From an optimization exercise on the open Yosys and OpenROAD flow, aimed at small area and a short achievable clock period; shortcuts taken in it are not production practice. Where RTL was checked, it was by simulation tests only, not by an equivalence proof against the original. Power and IR drop assume default switching activity.

## willow
// pwroff_engine
module pwroff_engine (
    input  wire        clk,
    input  wire        rst_n,         
    input  wire [31:0] base,
    input  wire [31:0] tick_rate,
    input  wire        trig_valid,
    input  wire [7:0]  trig_reason,
    output wire        ret_valid,
    output wire        ret_handled,
    input  wire        ret_ready,
    output wire        bus_valid,
    output wire        bus_write,
    output wire [31:0] bus_addr,
    output wire [7:0]  bus_wdata,
    input  wire        bus_ready,
    input  wire [7:0]  bus_rdata,
    output wire        slp_valid,
    output wire [6:0]  slp_units,
    input  wire        slp_ready,
    output wire        diag_valid,
    output wire [7:0]  diag_code,
    output wire [31:0] diag_data,
    input  wire        diag_ready,
    output wire [31:0] status
);
==> flow/config.mk <==
export PLATFORM = sky130hd
export DESIGN_NAME = pwroff_engine
export DESIGN_NICKNAME = pwroff_engine
export VERILOG_FILES = /design/flow/design.v
export SDC_FILE = /design/flow/constraint.sdc
export NUM_CORES = 4
export LEC_CHECK = 0
export CAP_MARGIN = 20
export CORE_MARGIN = 2
export CORE_UTILIZATION = 40
export SLEW_MARGIN = 20
==> flow/constraint.sdc <==
create_clock -name core_clock -period 20.0 [get_ports {clk}]
set_input_delay 4.0000 -clock core_clock [delete_from_list [all_inputs] [get_ports {clk}]]
set_output_delay 4.0000 -clock core_clock [all_outputs]
set_load 0.01 [all_outputs]
standard.sh (not shown) runs the stock make flow with config.mk's settings and CLKGATE_MAP_FILE= SYNTH_SCRIPT=/design/flow/synth_recipe.tcl, a recipe that flattens the netlist after the stock synthesis.
==> flow/flow/run.sh <==
#!/bin/bash
# The standard layout (standard.sh) with:
#  - the standard synthesis script, its ABC step given an area script;
#  - the synthesis buffers removed at floorplan;
#  - small port buffers;
#  - timing repair after CTS aiming past the clock period (setup margin).
set -euo pipefail
W=$PWD
{ head -n 1 synth_recipe.tcl; cat flow/abc_override.tcl; tail -n +2 synth_recipe.tcl; } > synth_area.tcl
export AREA_ABC_SCRIPT=$W/flow/area.abc
bash standard.sh \
  SYNTH_SCRIPT=$W/synth_area.tcl \
  REMOVE_ABC_BUFFERS=1 \
  "BUFFER_PORTS_ARGS=-buffer_cell sky130_fd_sc_hd__buf_1" \
  SETUP_SLACK_MARGIN=14.6 \
  MATCH_CELL_FOOTPRINT=0 \
  SKIP_REPAIR_TIE_FANOUT=1 \
  CTS_BUF_LIST=sky130_fd_sc_hd__clkbuf_8 \
  finish > standard.log 2>&1
==> flow/flow/abc_override.tcl <==
# Map the logic with an area-oriented ABC script (flow/area.abc) in place of
# the speed script; every other argument (liberty, dont_use cells, delay
# target) is kept. The flip-flops are mapped before ABC runs, so they are the
# standard synthesis's.
proc abc {args} {
  set i [lsearch -exact $args -script]
  if { $i >= 0 } {
    set args [lreplace $args $i [expr {$i + 1}] -script $::env(AREA_ABC_SCRIPT)]
  }
  yosys abc {*}$args
}
==> flow/flow/area.abc <==
&get -n
&st
&dch
&nf -R 1000
&put
Input-level comparison between quartz and willow:
--- a/flow/design.v
+++ b/flow/design.v
@@ -36,15 +36,15 @@
     localparam [3:0] S_DIAG_NAK     = 4'd10;
     localparam [3:0] S_POST_OK      = 4'd11;
     localparam [3:0] S_DIAG_EXH     = 4'd12;
     localparam [3:0] S_EXH_SLEEP    = 4'd13;
     localparam [3:0] S_RETURN       = 4'd14;
     localparam [3:0] S_DONE         = 4'd15;
     reg  [3:0]  st;
-    reg         pend;        
+    reg         vbus, vslp, vdiag, vret;     
     reg         hs;          
     reg         lsr;         
     reg         flt;         
     reg  [1:0]  cmd;
     reg  [1:0]  att;
     reg  [5:0]  res;         
     reg         fm;          
@@ -62,22 +62,21 @@
     wire s_done   = (st == S_DONE);
     wire s_ret    = (st == S_RETURN);
     wire st_bus  = s_cfg || s_txp || s_txw || s_rxp || s_rxd;
     wire st_slp  = (st == S_RX_SLEEP) || (st == S_SETTLE_FLUSH) ||
                    (st == S_POST_OK) || (st == S_EXH_SLEEP);
     wire st_diag = (st == S_DIAG_SHORT) || (st == S_DIAG_CSUM) ||
                    (st == S_DIAG_NAK) || (st == S_DIAG_EXH);
-    wire st_ret = s_ret || s_idle || s_done;
-    wire vbus   = pend && st_bus;
-    wire fire = pend && ((st_bus && bus_ready) || (st_slp && slp_ready) ||
-                         (st_diag && diag_ready) || (st_ret && ret_ready));
+    wire pend = vbus || vslp || vdiag || vret;
+    wire fire = (vbus && bus_ready) || (vslp && slp_ready) ||
+                (vdiag && diag_ready) || (vret && ret_ready);
     assign bus_valid   = vbus;
-    assign slp_valid   = pend && st_slp;
-    assign diag_valid  = pend && st_diag;
-    assign ret_valid   = pend && st_ret;
+    assign slp_valid   = vslp;
+    assign diag_valid  = vdiag;
+    assign ret_valid   = vret;
     assign ret_handled = st[3] && !st[0];          
     assign bus_write = st[0];                        
     assign bus_addr  = {A, 2'b00};
     assign bus_wdata = R[31:24];
     wire   u1   = !st[3];                            
     wire   u10  = st[3] && st[0];                    
     wire   u100 = st[3] && !st[0];                   
@@ -387,23 +386,29 @@
         hs  <= fire;
         cnt[5:3] <= cnt_n[5:3];
         fm  <= fm_n;
         k   <= k_n;
         acc <= acc_n;
         if (!rst_n) begin
             st    <= S_IDLE;
-            pend  <= 1'b0;
+            vbus  <= 1'b0;
+            vslp  <= 1'b0;
+            vdiag <= 1'b0;
+            vret  <= 1'b0;
             flt   <= 1'b0;
             cmd   <= 2'd0;
             att   <= 2'd0;
             res   <= 6'd0;
             cnt[2:0] <= 3'd0;         
         end else begin
             st    <= st_n;
-            pend  <= pend ? !fire : (go || ret_nh);
+            vbus  <= vbus ? !bus_ready : (go && st_bus);
+            vslp  <= vslp ? !slp_ready : (go && st_slp);
+            vdiag <= vdiag ? !diag_ready : (go && st_diag);
+            vret  <= vret ? !ret_ready : ((go && s_ret) || ret_nh);
             flt   <= flt_n;
             cmd   <= cmd_n;
             att   <= att_n;
             res   <= res_n;
             cnt[2:0] <= cnt_n[2:0];
         end
     end
==> comparison <==
- Per the comparison of quartz with willow, hold slack essentially unchanged; routed wire length decreased about 1.8%.
- Relative to willow, part of the total power dissipated in combinational logic increased by 11 points in quartz.
- The power of the sequential group in willow is 0.880 times that in quartz.
- On synthesized cell count, willow and quartz are basically level.
- The die footprint of quartz exceeds that of willow by 0.31%.
Function not checked in willow: the RTL went through the layout flow alone.

[what the ideal ports hide]
The flow's constraints put no driver on any port. The routed layouts listed below were extracted and timed again, unchanged, in two steps. Step 1 sets driving cells, clkbuf_16 on the clock port and buf_2 on the other inputs (assumed; they add their load-dependent delay and slew). Step 2, shift: input delay + t, output delay - t, t = (earliest + latest rising clock arrival at the registers) / 2. This alone moves slack from input paths to output paths. a / b / c = ideal / step 1 / step 2; a / b = the first two.
run | t, ns | slack for setup (ns) | hold slack, ns | worst setup path at the end | slew at the worst register clock pin (ns)
willow | 0.422 | 14.287 / 14.248 / 14.114 | 0.447 / 0.447 / 0.447 | input to register | 0.11 / 0.11
quartz | 0.424 | 14.686 / 14.650 / 14.301 | 0.450 / 0.450 / 0.450 | input to register | 0.11 / 0.11
After both steps setup and hold are still met in every run listed. For quartz, which loses most, drivers alone change the setup slack by -0.036 ns; drivers and shift together by -0.385 ns.
